Source: an optimization exercise on an open RTL-to-GDS flow (aim: small area, a short achievable clock period and few clock cycles per item). Production flows keep margins and buffers that such runs may drop.
Function was checked by simulation only, so behaviour that the tests miss may differ from the original.

==> violet: inputs <==
==> flow/design.v (excerpt) <==
module crsf_core (
    input  wire        clk,
    input  wire        rst,         
    input  wire        in_valid,
    output wire        in_ready,
    input  wire [1:0]  in_kind,     
    input  wire        in_we,       
    input  wire [11:0] in_off,      
    input  wire [31:0] in_data,     
    output reg         rsp_valid,
    output reg  [31:0] rsp_data
);
==> flow/config.mk <==
export PLATFORM = sky130hd
export DESIGN_NAME = crsf_core
export DESIGN_NICKNAME = crsf_core
export VERILOG_FILES = /design/flow/design.v
export SDC_FILE = /design/flow/constraint.sdc
export NUM_CORES = 4
export LEC_CHECK = 0
export CAP_MARGIN = 30
export CORE_MARGIN = 2
export CORE_UTILIZATION = 30
export PLACE_DENSITY = 0.4
export SLEW_MARGIN = 40
==> flow/constraint.sdc <==
create_clock -name core_clock -period 130.0 [get_ports {clk}]
set_input_delay 26.0000 -clock core_clock [delete_from_list [all_inputs] [get_ports {clk}]]
set_output_delay 26.0000 -clock core_clock [all_outputs]
set_load 0.01 [all_outputs]
standard.sh (not shown) runs the stock make flow with config.mk's settings and CLKGATE_MAP_FILE= SYNTH_SCRIPT=/design/flow/synth_recipe.tcl, a recipe that flattens the netlist after the stock synthesis.
==> flow/flow/run.sh <==
#!/bin/bash
set -euo pipefail
export BUFFER_PORTS_ARGS="-buffer_cell sky130_fd_sc_hd__buf_2"
export CTS_ARGS="-sink_clustering_enable -repair_clock_nets -dont_use_dummy_load -sink_clustering_size 22 -sink_clustering_max_diameter 120"
bash standard.sh > standard_flow.log 2>&1
==> tundra: changes against violet <==
--- a/flow/design.v
+++ b/flow/design.v
@@ -251,16 +251,19 @@
         grp = 32'd0;
         for (gq = 0; gq < 15; gq = gq + 1)
             grp = grp | (tx_pay_t[32*gq +: 32] & {32{gsel == gq}});
     end
     wire [1:0]  nmod  = tx_len[1:0];                 
     wire        glast = crc_rem == 4'd1 && nmod != 2'd0;
+    wire [7:0]  crc_u1 = crc_step(crc_run ? tx_crc : rx_crc, crc_run ? grp[7:0] : rx_d);
+    wire [7:0]  crc_u2 = crc_step(crc_run ? crc_u1 : is_send ? 8'h00 : crc_acc,
+                                  crc_run ? grp[15:8] : is_send ? pl_type : arg_a);
     reg  [7:0]  crc_fold;
     always @* begin
-        crc_fold = crc_step(tx_crc, grp[7:0]);
-        if (!glast || nmod > 2'd1) crc_fold = crc_step(crc_fold, grp[15:8]);
+        crc_fold = crc_u1;
+        if (!glast || nmod > 2'd1) crc_fold = crc_u2;
         if (!glast || nmod > 2'd2) crc_fold = crc_step(crc_fold, grp[23:16]);
         if (!glast)                crc_fold = crc_step(crc_fold, grp[31:24]);
     end
     always @* begin
         crc_rem_d = crc_rem;
         if (rq)
@@ -370,13 +373,13 @@
                 faulted    <= 1'b1;
                 fault_code <= flt_code;
                 fault_info <= flt_info;
             end
             if (c_init)  en <= 1'b1;
             if (c_clear) crc_acc <= 8'h00;
-            if (c_feed)  crc_acc <= crc_step(crc_acc, arg_a);
+            if (c_feed)  crc_acc <= crc_u2;
             if (c_latch_ch)   sh_ch_nz   <= st_ch_valid;
             if (c_latch_link) sh_link_nz <= st_link_valid;
             if (ch_commit)   st_ch_valid   <= 1'b1;
             if (link_commit) st_link_valid <= 1'b1;
             if (rx_go && rx_k == 2'b10)
                 rx_dead <= 1'b1;
@@ -435,13 +438,13 @@
     always @(posedge clk) begin
         if (rx_byte && rx_state == S_SEEK)
             rx_dea <= rx_d == 8'hEA;
         if (rx_byte && rx_state == S_LEN)
             rx_crc <= 8'h00;
         if (rx_byte && rx_state == S_BODY && !rx_last)
-            rx_crc <= crc_step(rx_crc, rx_d);
+            rx_crc <= crc_u1;
         if (rx_byte && rx_state == S_BODY && rx_cnt == 6'd0) begin
             rx_t16 <= rx_d == 8'h16;
             rx_t14 <= rx_d == 8'h14;
         end
         if (rx_byte && rx_state == S_BODY && rx_cnt != 6'd0 && rx_cnt <= 6'd22)
             rx_buf <= {rx_d, rx_buf[175:8]};
@@ -450,13 +453,13 @@
         if (c_latch_ch)   sh_ch   <= st_ch;
         if (c_latch_link) sh_link <= st_link;
         if (c_send) begin
             tx_pay  <= pl_src;
             tx_dea  <= arg_a == 8'hEA;
             tx_type <= pl_type;
-            tx_crc  <= crc_step(8'h00, pl_type);
+            tx_crc  <= crc_u2;
             crc_g   <= 4'd0;
         end else if (crc_run) begin
             tx_crc  <= crc_fold;
             crc_g   <= crc_g + 4'd1;
         end
     end
==> flow/flow/run.sh (replaced) <==
#!/bin/bash
set -euo pipefail
export BUFFER_PORTS_ARGS="-buffer_cell sky130_fd_sc_hd__buf_2"
export CTS_ARGS="-sink_clustering_enable -repair_clock_nets -dont_use_dummy_load -sink_clustering_size 22 -sink_clustering_max_diameter 120 -distance_between_buffers 300"
bash standard.sh > standard_flow.log 2>&1
==> flow/config.mk (replaced) <==
export PLATFORM = sky130hd
export DESIGN_NAME = crsf_core
export DESIGN_NICKNAME = crsf_core
export VERILOG_FILES = /design/flow/design.v
export SDC_FILE = /design/flow/constraint.sdc
export NUM_CORES = 4
export LEC_CHECK = 0
export CAP_MARGIN = 25
export CORE_MARGIN = 2
export CORE_UTILIZATION = 30
export PLACE_DENSITY = 0.4
export SLEW_MARGIN = 30
==> garnet: changes against violet <==
==> flow/config.mk (replaced) <==
export PLATFORM = sky130hd
export DESIGN_NAME = crsf_core
export DESIGN_NICKNAME = crsf_core
export VERILOG_FILES = /design/flow/design.v
export SDC_FILE = /design/flow/constraint.sdc
export NUM_CORES = 4
export LEC_CHECK = 0
export CAP_MARGIN = 30
export CORE_MARGIN = 2
export CORE_UTILIZATION = 45
export PLACE_DENSITY = 0.55
export SLEW_MARGIN = 40
==> reports/metrics.csv <==
stage;metric;value;unit
min_path;hold path endpoint;sh_link[28]$_DFFE_PP_;
global_route;M2 GR Usage;0.483;
yosys;post-synthesis xor/xnor area fraction;0.0243;
place;placed cell areas;102000;sq um
yosys;Syn Inst Count;6154;
cells_and_area;Syn-to-layout area delta;12.5;%
outcome;status;no timing/DRC/antenna violations;
cells_and_area;Non-clk invs;54;
cells_and_area;Final nets;6509;
cells_and_area;register area;69900;sq um
That was violet.
==> reports/metrics.csv <==
stage;metric;value;unit
cells_and_area;Final nets;6496;
setup_path;FF-to-FF setup slack;119.83;ns
min_path;hold path endpoint;sh_link[61]$_DFFE_PP_;
global_route;M2 GR Usage;0.614;
outcome;status;no timing/DRC/antenna violations;
yosys;Syn Inst Count;6154;
yosys;post-synthesis xor/xnor area fraction;0.0243;
cells_and_area;Syn-to-layout area delta;10.3;%
place;placed cell areas;100000;sq um
yosys;EDFF count, synth;2212;
cells_and_area;Non-clk invs;54;
That was garnet.
==> reports/metrics.csv <==
stage;metric;value;unit
outcome;status;no timing/DRC/antenna violations;
cells_and_area;Syn-to-layout area delta;11.9;%
die;die width;563;um
global_route;M2 GR Usage;0.483;
setup_path;sequence of cells on the critical path;buf_2;
place;placed cell areas;102000;sq um
global_route;gr usage total;0.335;
cells_and_area;Final nets;6464;
sta;Tmin final;27.36;ns
cells_and_area;Non-clock buffering overhead;0.0333;
global_route;vias in the first global route;60900;
cells_and_area;Non-clk invs;58;
yosys;post-synthesis xor/xnor area fraction;0.0203;
yosys;Syn Inst Count;6113;
setup_path;FF-to-FF setup slack;119.33;ns
min_path;Hold WC Path Type;reg -> reg;
That was tundra.
Testbench counts of violet, summed over its fixed seeds: cycles 146,582, steps 144,856.
Testbench counts of tundra, summed over its fixed seeds: cycles 146,582, steps 144,856.
Testbench counts of garnet, summed over its fixed seeds: cycles 146,582, steps 144,856.

[what the ideal ports hide]
The results above use ideal ports. As a check the final layouts listed here were re-extracted and re-timed, cells and wires unchanged. Step 1, drivers: a clkbuf_16 drives clk and a buf_2 each remaining input, both assumed. Step 2 times the ports against the registers' clock, not the clock port: input delays grow and output delays shrink by t, the midpoint of the rising clock arrivals with the driver on. Slacks: ideal / step 1 / step 2; pairs: ideal / step 1.
run | shift t [ns] | setup slack, ns | hold slack, ns | clock arrival spread, ns | slew at the worst register clock pin (ns)
violet | 1.001 | 102.596 / 102.499 / 102.189 | 0.412 / 0.412 / 0.412 | 0.076 / 0.076 | 0.11 / 0.11
tundra | 0.964 | 102.644 / 102.525 / 101.987 | 0.341 / 0.341 / 0.341 | 0.133 / 0.132 | 0.11 / 0.11
garnet | 0.941 | 102.562 / 102.455 / 102.135 | 0.416 / 0.416 / 0.416 | 0.081 / 0.082 | 0.11 / 0.11
After both steps every run listed still meets setup and hold. For tundra, which loses most, drivers alone change the setup slack by -0.119 ns; drivers and shift together by -0.657 ns.
